What follows belongs to an exercise in optimizing a design on an open flow for small area, a short achievable clock period and few clock cycles per item; a production flow would make more cautious choices. Only simulation tests tie the RTL to the original design; equivalence was not proved.

==> design.v <==
module polyval_acc (
    input  wire         clk,
    input  wire         rst,
    input  wire         in_valid,
    output wire         in_ready,
    input  wire [1:0]   in_op,
    input  wire [127:0] in_data,
    output reg          done,
    output reg          err,
    output wire [127:0] result
);
    localparam [1:0] OP_SEED = 2'd0;
    localparam [1:0] OP_CLR  = 2'd1;
    function [127:0] mulx;
        input [127:0] a;
        begin
            mulx = {1'b0, a[127:1]} ^ (a[0] ? {8'he1, 120'd0} : 128'd0);
        end
    endfunction
    function [127:0] rev128;
        input [127:0] a;
        integer i;
        begin
            for (i = 0; i < 128; i = i + 1) rev128[i] = a[127 - i];
        end
    endfunction
    function [14:0] clmul8;
        input [7:0] a, b;
        integer i;
        begin
            clmul8 = 15'd0;
            for (i = 0; i < 8; i = i + 1)
                if (a[i]) clmul8 = clmul8 ^ ({7'd0, b} << i);
        end
    endfunction
    function [23:0] kx16;
        input [15:0] a;
        begin
            kx16 = {(a[7:0] ^ a[15:8]), (a[15:8]), (a[7:0])};
        end
    endfunction
    function [30:0] kmul16;
        input [23:0] a, b;
        reg [14:0] l, h, m;
        begin
            l = clmul8(a[7:0], b[7:0]);
            h = clmul8(a[15:8], b[15:8]);
            m = clmul8(a[23:16], b[23:16]) ^ l ^ h;
            kmul16 = {16'd0, l} ^ ({16'd0, m} << 8) ^ ({16'd0, h} << 16);
        end
    endfunction
    function [71:0] kx32;
        input [31:0] a;
        begin
            kx32 = {kx16(a[15:0] ^ a[31:16]), kx16(a[31:16]), kx16(a[15:0])};
        end
    endfunction
    function [62:0] kmul32;
        input [71:0] a, b;
        reg [30:0] l, h, m;
        begin
            l = kmul16(a[23:0], b[23:0]);
            h = kmul16(a[47:24], b[47:24]);
            m = kmul16(a[71:48], b[71:48]) ^ l ^ h;
            kmul32 = {32'd0, l} ^ ({32'd0, m} << 16) ^ ({32'd0, h} << 32);
        end
    endfunction
    function [287:0] hexp;
        input [127:0] h;
        begin
            hexp = {kx32(h[127:96]), kx32(h[95:64]), kx32(h[63:32]), kx32(h[31:0])};
        end
    endfunction
    function [127:0] red;
        input [159:0] u;
        reg [31:0] t;
        begin
            t = u[159:128];
            red = u[127:0] ^ {96'd0, t} ^ {95'd0, t, 1'b0} ^ {94'd0, t, 2'b0} ^ {89'd0, t, 7'b0};
        end
    endfunction
    function [159:0] step;
        input [127:0] z;
        input [71:0] d;
        input [287:0] hx;
        begin
            step = {z, 32'd0}
                ^ {97'd0, kmul32(d, hx[71:0])}
                ^ {65'd0, kmul32(d, hx[143:72]), 32'd0}
                ^ {33'd0, kmul32(d, hx[215:144]), 64'd0}
                ^ {1'd0, kmul32(d, hx[287:216]), 96'd0}
                ;
        end
    endfunction
    reg [159:0] u;        
    reg [287:0] hx;       
    reg [95:0] xs;       
    reg [71:0]  dx;       
    reg         seeded;   
    reg         busy;     
    reg [1:0]   cnt;      
    wire         accept  = in_valid && in_ready;
    wire [127:0] len_blk = {in_data[124:64], 3'b000, in_data[60:0], 3'b000};
    wire [127:0] fold_in = in_op[0] ? len_blk : in_data;
    wire [127:0] acc     = rev128(red(u));    
    wire [127:0] xp      = rev128(acc ^ fold_in);
    wire [159:0] prod    = step(red(u), dx, hx);
    assign in_ready = !busy;
    assign result   = acc;
    always @(posedge clk) begin
        if (busy) begin
            dx <= kx32(xs[95:64]);
            xs  <= {xs[63:0], 32'd0};
        end else begin
            dx <= kx32(xp[127:96]);
            xs <= xp[95:0];
        end
    end
    always @(posedge clk) begin
        if (rst) begin
            u      <= 160'd0;
            seeded <= 1'b0;
            busy   <= 1'b0;
            cnt    <= 2'd0;
            done   <= 1'b0;
            err    <= 1'b0;
        end else begin
            done <= 1'b0;
            err  <= 1'b0;
            if (busy) begin
                u   <= prod;
                cnt <= cnt + 2'd1;
                if (cnt == 2'd3) begin
                    busy <= 1'b0;
                    cnt  <= 2'd0;
                    done <= 1'b1;
                end
            end else if (accept) begin
                case (in_op)
                    OP_SEED: begin
                        hx     <= hexp(rev128(mulx(in_data)));
                        seeded <= 1'b1;
                        done   <= 1'b1;
                    end
                    OP_CLR: begin
                        u    <= 160'd0;
                        done <= 1'b1;
                    end
                    default: begin
                        if (seeded) begin
                            u    <= 160'd0;
                            busy <= 1'b1;
                        end else begin
                            done <= 1'b1;
                            err  <= 1'b1;
                        end
                    end
                endcase
            end
        end
    end
endmodule
==> run.sh <==
#!/bin/bash
# synth_recipe.tcl (not shown) runs the flow's synth.tcl, then flattens the netlist and writes it again
# the make line also repeats each setting of config.mk as NAME=value (left out here)
make -C /OpenROAD-flow-scripts/flow DESIGN_CONFIG=/design/flow/config.mk WORK_HOME=/design/flow/orfs CLKGATE_MAP_FILE= SYNTH_SCRIPT=/design/flow/synth_recipe.tcl finish
==> config.mk <==
export PLATFORM = sky130hd
export DESIGN_NAME = polyval_acc
export DESIGN_NICKNAME = polyval_acc
export VERILOG_FILES = /design/flow/design.v
export SDC_FILE = /design/flow/constraint.sdc
export NUM_CORES = 4
export LEC_CHECK = 0
export CAP_MARGIN = 10
export CORE_MARGIN = 2
export CORE_UTILIZATION = 65
export SETUP_SLACK_MARGIN = 2.0
export SLEW_MARGIN = 10
==> constraint.sdc <==
create_clock -name core_clock -period 5.0 [get_ports {clk}]
set_input_delay 1.0000 -clock core_clock [delete_from_list [all_inputs] [get_ports {clk}]]
set_output_delay 1.0000 -clock core_clock [all_outputs]
set_load 0.01 [all_outputs]
==> impl_metrics.yaml, run 1 <==
logic_synthesis:
  yosysSeqAreaShare: 0.253
  synth_cell_type_count: 43
  synthFlopType: "dfxtp_1"
  syn-num-nets: 7548
  synth_edf_count: 288
  synth-async-reset-ratio: 0
  synthCells: 7414
  syn_avg_cell_area_um2: 8.17
  yosysWarnings: 1
  synth_seq_cells: 622
  netlist_area_um2: 60600
route:
  avgViaCountPerCell: 6.20
  vias: 53384
  wirelength_um: 257000
  ant_nets: 0
  drc: 0
  initialDrtViolationCount: 10037
  drtPass1Iterations: 7
  wire_per_inst_um: 29.9
critical_path:
  cp_num_buf_inv: 3
  critPathLaunchType: "flip-flop"
  path_class: "flip-flop to output pin"
  cpMostUsedCell: "xnor2_2"
  cp.depth: 6
  worstPathCellList: "buf_4 > buf_4 > xnor2_2 > xnor2_2 > xnor2_2 > clkbuf_2"
  path_delay_family: "XOR/XNOR gates"
  slowest_stage: "dfxtp_4"
  worstPathArrival_ps: 2140
  r2r_start: "hx[255]"
  critical_path_peak_fanout: 3
  reg2reg_depth: 8
  end_kind: "output pin"
  critPathMaxStageDelay_ps: 370
  cp.required_ps: 4000
  worstSetupStartpoint: "u[154]"
cts:
  path_clk_slew_ps: 60
  clock_sinks: 622
  cts_buffer_depth: 3
  cts_buffers: 74
  cts_root_buffer: "clkbuf_16"
  cts_tree: "yes"
  ctsHtreeMaxLevel: 3
  clkLatencyLatePin_ps: 670
cells_and_area:
  final_nets: 7443
  area_growth_pct: 13.0
  final_common_cell: "nand2_1"
  drive_gt1_frac: 0.105
  layout_common_cells: "nand2_1, xnor2_1, xor2_1"
  fin_util: 0.744
  final_cell_area_um2: 68400
floorplanning:
  die-width_um: 309
  boundaryPins: 264
  placementRows: 111
  die_h_um: 309
  coreArea_um2: 91900
  start_util: 0.659
  dieArea_um2: 95600
timing:
  hold_ws_ps: 443
  worstMarginPinSlew_ps: 1400
  final-max-slew-violation-count: 0
  period_share: 0.629
  rsz0062_at_grt: "true"
  period_needed_ps: 3140
  hold_viol: 0
  slew_headroom: 0.0642
  clock.fmax_ghz: 0.318
  finalSetupViolCount: 0
  fin_skew_ps: 33.6
  fin_ws_ps: 1860
global_route:
  antenna_found_initial: 15
  grt_max_degree: 97
  grt_first_pass_wirelength_um: 350000
  grt_usage: 0.520
  grt_pass1_vias: 47803
  grt.overflow.total: 0
job:
  maxCapViolations: 0
place:
  place_hpwl_um: 192000
  placed_cell_area_um2: 62500
  portBuffers: 263
  place_ws_ps: 1410
  finalWeightedCongestion: 1.08
outcome:
  status: "finished clean"
worst_hold_path:
  min-delay-start: "xs[25]"
  hold-path-cell-count: 2
  hold_class: "flip-flop to flip-flop"
-- metal layers --
metal / vias to the layer above / track usage / wire length (um)
met5: - / 0.00708 / 226
met3: 982 / 0.238 / 46900
met4: 18 / 0.276 / 17700
met1: 25395 / 0.681 / 91800
met2: 4568 / 0.710 / 101000
li1: 22421 / - / -
-- repair_timing --
action                                  CTS  global route
buffers inserted                         54            58
endpoints found under the setup margin  242           140
gates resized for setup                 391           169
hold buffers                              0             0
pin swaps                                55            69
cloned                                    0             1
-- layout make-up --
cell class / instances / area (um^2)
Clock inverter: 36 / 324
Timing Repair Buffer: 509 / 4830
Inverter: 17 / 71.3
Multi-Input combinational cell: 6085 / 43900
Tap cell: 1243 / 1560
Clock buffer: 99 / 2080
Sequential cell: 622 / 15600
Fill cell: 6839 / 23500
Antenna cell: 6 / 15.0
-- cell usage after synthesis (13+ instances only) --
| master | n | area share |
|---|---|---|
| o21ai_0 | 155 | 0.013 |
| mux2i_1 | 125 | 0.021 |
| buf_1 | 36 | 0.0022 |
| o21ai_1 | 21 | 0.0017 |
| xor2_1 | 849 | 0.12 |
| a21oi_1 | 26 | 0.0021 |
| nand2_1 | 2552 | 0.16 |
| xnor2_1 | 1941 | 0.28 |
| buf_2 | 136 | 0.011 |
| nor2_1 | 127 | 0.0079 |
| a22oi_1 | 57 | 0.0071 |
| edfxtp_1 | 288 | 0.14 |
| xnor2_2 | 13 | 0.0035 |
| dfxtp_1 | 334 | 0.11 |
| inv_1 | 15 | 0.00093 |
| xnor3_1 | 170 | 0.063 |
| clkbuf_1 | 351 | 0.022 |
| buf_4 | 159 | 0.020 |
-- kinds of logic (layout without fill, tap and decap cells) --
group | count (synthesis) | after routing | share of synthesized area
xor+xnor | 2981 | 2981 | 0.473
fa+ha+maj | 1 | 1 | 0.000207
flops | 622 | 622 | 0.253
mux | 131 | 131 | 0.0218
simple gates | 2695 | 2695 | 0.168
buf+inv | 707 | 661 | 0.0574
compound gates | 277 | 277 | 0.0264
other cells | 0 | 6 | 0
-- flip-flops by register name, indices dropped and copies added, names as in the netlist --
| register | count |
|---|---|
| busy | 1 |
| cnt | 2 |
| done | 1 |
| dx | 72 |
| err | 1 |
| hx | 288 |
| seeded | 1 |
| u | 160 |
| xs | 96 |
-- path summary, 6_finish.rpt --
check / slack [ps] / endpoint
max: 1860 / result[99]
min: 440 / xs[57]
max reg2reg: 1870 / u[131]
min reg2reg: 440 / xs[57]
-- tightest hold or removal path: stages, from the launching register on --
cell,delay [ps]
dfxtp_1,310
nand2_1,40
o21ai_0,60
-- stage by stage --
step	setup TNS (ps)	instances
4_1_cts	0	8552
5_1_grt	0	8612
2_1_floorplan	-1781630	7414
3_3_place_gp	0	8363
3_5_place_dp	0	8363
6_report	0	8617
Testbench counts, summed over its fixed seeds: cycles 8,680, commands 1,888.
==> run 2: changes to the inputs <==
--- a/config.mk
+++ b/config.mk
@@ -7,2 +7,3 @@
 export LEC_CHECK = 0
+export ABC_CLOCK_PERIOD_IN_PS = 3000
 export CAP_MARGIN = 10
==> run 2 against run 1 <==
- worst setup slack is the same
- critical endpoint unchanged
- highest routed layer unchanged
- final cell count unchanged
- critical path depth stayed put
- wire length stayed put
- largest cell class unchanged
==> impl_metrics.yaml, run 2 <==
global_route:
  grt_pass1_vias: 47803
  grt_first_pass_wirelength_um: 350000
  grt_max_degree: 97
  antenna_found_initial: 15
  grt.overflow.total: 0
  grt_usage: 0.520
logic_synthesis:
  synth_area_leader_cell: "xnor2_1"
  yosysMostFrequentCell: "nand2_1"
  ys_top_cells_by_area: "xnor2_1, nand2_1, edfxtp_1"
  netlist_area_um2: 60600
  synth_common_cells: "nand2_1, xnor2_1, xor2_1, clkbuf_1, dfxtp_1"
  synth-compound-area-share: 0.0264
  syn_avg_cell_area_um2: 8.17
  synth_top_family_by_area: "XOR/XNOR gates"
  syn-num-nets: 7548
  synthCells: 7414
  synth-xor-area-share: 0.473
  synth_edf_count: 288
  synthFlopType: "dfxtp_1"
  synth_simple_gate_area_frac: 0.168
  synthDominantCellAreaShare: 0.281
  synth-async-reset-ratio: 0
  yosysWarnings: 1
  yosys-mux-area-fraction: 0.0218
  synth_seq_cells: 622
  synth_cell_type_count: 43
  synth_adder_area_share: 0.000207
  yosysSeqAreaShare: 0.253
place:
  finalWeightedCongestion: 1.08
  dpl.cell_count: 8363
  placed_cell_area_um2: 62500
  place_hpwl_um: 192000
  portBuffers: 263
route:
  ant_nets: 0
  wirelength_um: 257000
  wire_per_inst_um: 29.9
  initialDrtViolationCount: 10037
  vias: 53384
  drtPass1Iterations: 7
  drc: 0
  avgViaCountPerCell: 6.20
critical_path:
  path_delay_family: "XOR/XNOR gates"
  reg2reg_depth: 8
  critical_path_peak_fanout: 3
  cp.depth: 6
  worstPathCellList: "buf_4 > buf_4 > xnor2_2 > xnor2_2 > xnor2_2 > clkbuf_2"
  path_class: "flip-flop to output pin"
  cp.required_ps: 4000
  end_kind: "output pin"
  slowest_stage: "dfxtp_4"
  worstPathArrival_ps: 2140
  cp_num_buf_inv: 3
  critPathMaxStageDelay_ps: 370
  cpMostUsedCell: "xnor2_2"
  critPathLaunchType: "flip-flop"
timing:
  period_needed_ps: 3140
  worstMarginPinSlew_ps: 1400
  rsz0062_at_grt: "true"
  period_share: 0.629
  finalSetupViolCount: 0
  hold_viol: 0
  final-max-slew-violation-count: 0
  fin_skew_ps: 33.6
  slew_headroom: 0.0642
  setup_tns_ps: 0
  clock.fmax_ghz: 0.318
cells_and_area:
  layout_top_registers: "hx (288), u (160), xs (96)"
  instances_no_fill: 8617
  area_growth_pct: 13.0
  largest_register_ffs: 288
  regMostFlops: "hx"
  fin_util: 0.744
  final_cell_area_um2: 68400
  drive_gt1_frac: 0.105
  layout_common_cells: "nand2_1, xnor2_1, xor2_1"
  final_common_cell: "nand2_1"
  final.fill_count: 6839
  final_nets: 7443
floorplanning:
  placementRows: 111
  die_h_um: 309
  dieArea_um2: 95600
  boundaryPins: 264
  start_util: 0.659
  die-width_um: 309
  coreArea_um2: 91900
worst_hold_path:
  hold_class: "flip-flop to flip-flop"
  hold-path-cell-count: 2
cts:
  cts_buffer_depth: 3
  clock_sinks: 622
  ctsHtreeMaxLevel: 3
  cts_tree: "yes"
  cts_buffers: 74
  cts_hold_buf: 0
  path_clk_slew_ps: 60
  cts_root_buffer: "clkbuf_16"
  clkLatencyLatePin_ps: 670
job:
  maxCapViolations: 0
outcome:
  status: "finished clean"
[run 2: routing by layer]
layer  track usage  part of all wire
met1         0.681              0.36
met2         0.710              0.39
met3         0.238              0.18
met4         0.276             0.069
met5       0.00708           0.00088
[run 2: area by class of cell]
type,instances,area [um^2],share of cell area
Clock inverter,36,324,0.00474
Clock buffer,99,2080,0.0304
Antenna cell,6,15.0,0.000220
Timing Repair Buffer,509,4830,0.0707
Multi-Input combinational cell,6085,43900,0.642
Inverter,17,71.3,0.00104
Sequential cell,622,15600,0.228
Tap cell,1243,1560,0.0227
[run 2: cells by family (layout without fill, tap and decap cells)]
group                    Yosys count  in the layout
AO/OA/AOI/OAI                    277            277
XOR/XNOR                        2981           2981
adder cells (fa/ha/maj)            1              1
buffers and inverters            707            661
flip-flops                       622            622
multiplexers                     131            131
other                              0              6
AND/OR/NAND/NOR                 2695           2695
[run 2: repair_timing]
item	in CTS	in global routing
pin swaps	55	69
gates cloned	0	1
buffers inserted	54	58
hold endpoints to repair	0	0
resized for setup	391	169
setup endpoints to repair	242	140
[run 2: per-stage QoR]
step                hold WS [ps]  setup slack [ps]
global placement             411              1470
floorplan                    406             -6170
detailed placement           426              1410
finish                       443              1860
CTS                          441              1720
global route                 464              1830
[run 2: worst paths after layout]
kind | startpoint | to | slack, ps
setup / recovery | u[154] | result[99] | 1860
hold / removal | xs[25] | xs[57] | 440
setup reg to reg | hx[255] | u[131] | 1870
hold reg to reg | xs[25] | xs[57] | 440
[run 2: worst register-to-register path, stage by stage (launching register included)]
cell	delay [ps]
edfxtp_1	610
nand2_1	150
xnor2_1	190
xnor2_2	480
xnor2_1	170
xnor2_1	640
xnor3_1	540
xnor2_1	130
o21ai_0	150
==> run 3: changes to the inputs <==
--- a/config.mk
+++ b/config.mk
@@ -7,3 +7,2 @@
 export LEC_CHECK = 0
-export ABC_CLOCK_PERIOD_IN_PS = 3000
 export CAP_MARGIN = 10
@@ -11,3 +10,3 @@
 export CORE_UTILIZATION = 65
-export SETUP_SLACK_MARGIN = 2.0
+export SETUP_SLACK_MARGIN = 2.2
 export SLEW_MARGIN = 10
==> run 3 against run 2 <==
- still clean
- clock-buffer cell count did not move
- clock skew rose by 1.4 ps
- die area did not move
- via count rose by 3.8%
- first-iteration DRC count rose by 2.5%
- register-to-register slack improved by 200 ps
- critical path depth did not move
- critical path type unchanged
- critical endpoint is now result[111]
==> impl_metrics.yaml, run 3 <==
cts:
  cts_tree: "yes"
  cts_buffer_depth: 3
  clock_sinks: 622
  clkLatencyLatePin_ps: 680
  ctsHtreeMaxLevel: 3
  cts_root_buffer: "clkbuf_16"
  path_clk_slew_ps: 60
  cts_hold_buf: 0
  cts_buffers: 74
timing:
  worstMarginPinSlew_ps: 1320
  slew_headroom: 0.119
  final-max-slew-violation-count: 0
  period_share: 0.652
  hold_viol: 0
  finalSetupViolCount: 0
  clock.fmax_ghz: 0.307
  period_needed_ps: 3260
  rsz0062_at_grt: "true"
  fin_skew_ps: 35.0
  fin_ws_ps: 1740
  setup_tns_ps: 0
cells_and_area:
  area_growth_pct: 19.0
  largest_register_ffs: 288
  drive_gt1_frac: 0.162
  layout_common_cells: "nand2_1, xnor2_1, xor2_1"
  layout_top_registers: "hx (288), u (160), xs (96)"
  final_cell_area_um2: 72000
  regMostFlops: "hx"
  final.fill_count: 6094
  final_common_cell: "nand2_1"
  final_nets: 7643
floorplanning:
  start_util: 0.659
  die_h_um: 309
  coreArea_um2: 91900
  die-width_um: 309
  dieArea_um2: 95600
  placementRows: 111
  boundaryPins: 264
route:
  drtPass1Iterations: 8
  wire_per_inst_um: 30.7
  vias: 55437
  initialDrtViolationCount: 10291
  avgViaCountPerCell: 6.28
  drc: 0
  wirelength_um: 271000
  ant_nets: 0
logic_synthesis:
  netlist_area_um2: 60600
  yosysMostFrequentCell: "nand2_1"
  synth_common_cells: "nand2_1, xnor2_1, xor2_1, clkbuf_1, dfxtp_1"
  yosysWarnings: 1
  yosysSeqAreaShare: 0.253
  synthCells: 7414
  synthDominantCellAreaShare: 0.281
  syn_avg_cell_area_um2: 8.17
  syn-num-nets: 7548
  synth_cell_type_count: 43
  synth_edf_count: 288
  synth-async-reset-ratio: 0
  synth_seq_cells: 622
  ys_top_cells_by_area: "xnor2_1, nand2_1, edfxtp_1"
  synth_area_leader_cell: "xnor2_1"
  synthFlopType: "dfxtp_1"
critical_path:
  critical_path_peak_fanout: 4
  critPathLaunchType: "flip-flop"
  end_kind: "output pin"
  cp.required_ps: 4000
  worstPathArrival_ps: 2260
  path_class: "flip-flop to output pin"
place:
  place_hpwl_um: 192000
  portBuffers: 263
  place_ws_ps: 1410
  finalWeightedCongestion: 1.08
  placed_cell_area_um2: 62500
global_route:
  grt_pass1_vias: 48921
  antenna_found_initial: 18
  grt_usage: 0.534
  grt.overflow.total: 0
  grt_max_degree: 97
  grt_first_pass_wirelength_um: 359000
job:
  maxCapViolations: 0
outcome:
  status: "finished clean"
worst_hold_path:
  hold_class: "flip-flop to flip-flop"
## run 3: cell counts after synthesis
Identical to the previous run, type by type.
## run 3: path summary, 6_finish.rpt
check	slack (ps)	to	startpoint	cells after the start
max	1740	result[111]	u[143]	6
min	450	xs[57]	xs[25]	2
max reg2reg	2070	u[96]	dx[15]	10
min reg2reg	450	xs[57]	xs[25]	2
## run 3: cells by family after synthesis
family / share of synthesized area
flip-flops: 0.253
adder cells (fa/ha/maj): 0.000207
buffers and inverters: 0.0574
AND/OR/NAND/NOR: 0.168
AO/OA/AOI/OAI: 0.0264
XOR/XNOR: 0.473
multiplexers: 0.0218
## run 3: layout make-up
| class | instances | area [um^2] | share of cell area |
|---|---|---|---|
| Timing Repair Buffer | 709 | 6870 | 0.0953 |
| Antenna cell | 13 | 32.5 | 0.000452 |
| Inverter | 17 | 78.8 | 0.00109 |
| Sequential cell | 622 | 15800 | 0.219 |
| Clock inverter | 36 | 324 | 0.00450 |
| Clock buffer | 99 | 2080 | 0.0289 |
| Tap cell | 1243 | 1560 | 0.0216 |
| Multi-Input combinational cell | 6085 | 45400 | 0.630 |
## run 3: timing repair
action,in CTS,in global routing
pin swaps,107,151
endpoints found under the setup margin,475,159
gates cloned,0,6
setup buffers,114,193
resized for setup,723,277
## run 3: critical path: stages, from the launching register on
cell	delay (ps)
dfxtp_4	390
buf_12	140
xnor2_4	140
xnor2_2	470
xnor2_2	190
inv_1	90
buf_2	150
## run 3: metrics by stage
stage	hold slack (ps)	utilization	cells
CTS	441	0.747	8612
floorplan	406	-	7414
detailed placement	426	0.679	8363
global route	460	0.783	8814
global placement	411	0.679	8363
finish	451	0.784	8824
## run 3: metal layers
| layer | vias to the layer above | share of wire | track usage | wire length, um |
|---|---|---|---|---|
| met3 | 1253 | 0.19 | 0.267 | 50600 |
| met4 | 26 | 0.080 | 0.291 | 21700 |
| met5 | - | 0.0022 | 0.0121 | 589 |
| met2 | 5066 | 0.39 | 0.731 | 105000 |
| li1 | 22824 | - | - | - |
| met1 | 26268 | 0.34 | 0.680 | 92900 |

[afterwards: timing with drivers on the ports]
Ports are ideal in the flow. The routed layouts listed here were re-timed in OpenROAD. Step 1 assumes that a clkbuf_16 drives the clock port and a buf_2 every other input. Step 2 also shifts input and output timing later by t, the mid clock arrival at the registers, as if the neighbouring blocks saw the same clock. Slacks: ideal ports / drivers / drivers and shift; pairs: ideal ports / drivers.
run	t (ns)	slack for setup (ns)	hold slack, ns	slew at the worst register clock pin (ns)	worst data-port slew with drivers (ns)
run 1	0.736	1.856 / 1.777 / 1.419	0.443 / 0.443 / 0.443	0.08 / 0.08	0.06
run 2	0.736	1.856 / 1.777 / 1.419	0.443 / 0.443 / 0.443	0.08 / 0.08	0.06
run 3	0.741	1.742 / 1.662 / 1.253	0.451 / 0.451 / 0.451	0.08 / 0.08	0.07
After both steps every run listed still meets setup and hold. The setup slack of run 3, which loses most, moves by -0.080 ns with the drivers and by -0.489 ns with both steps.
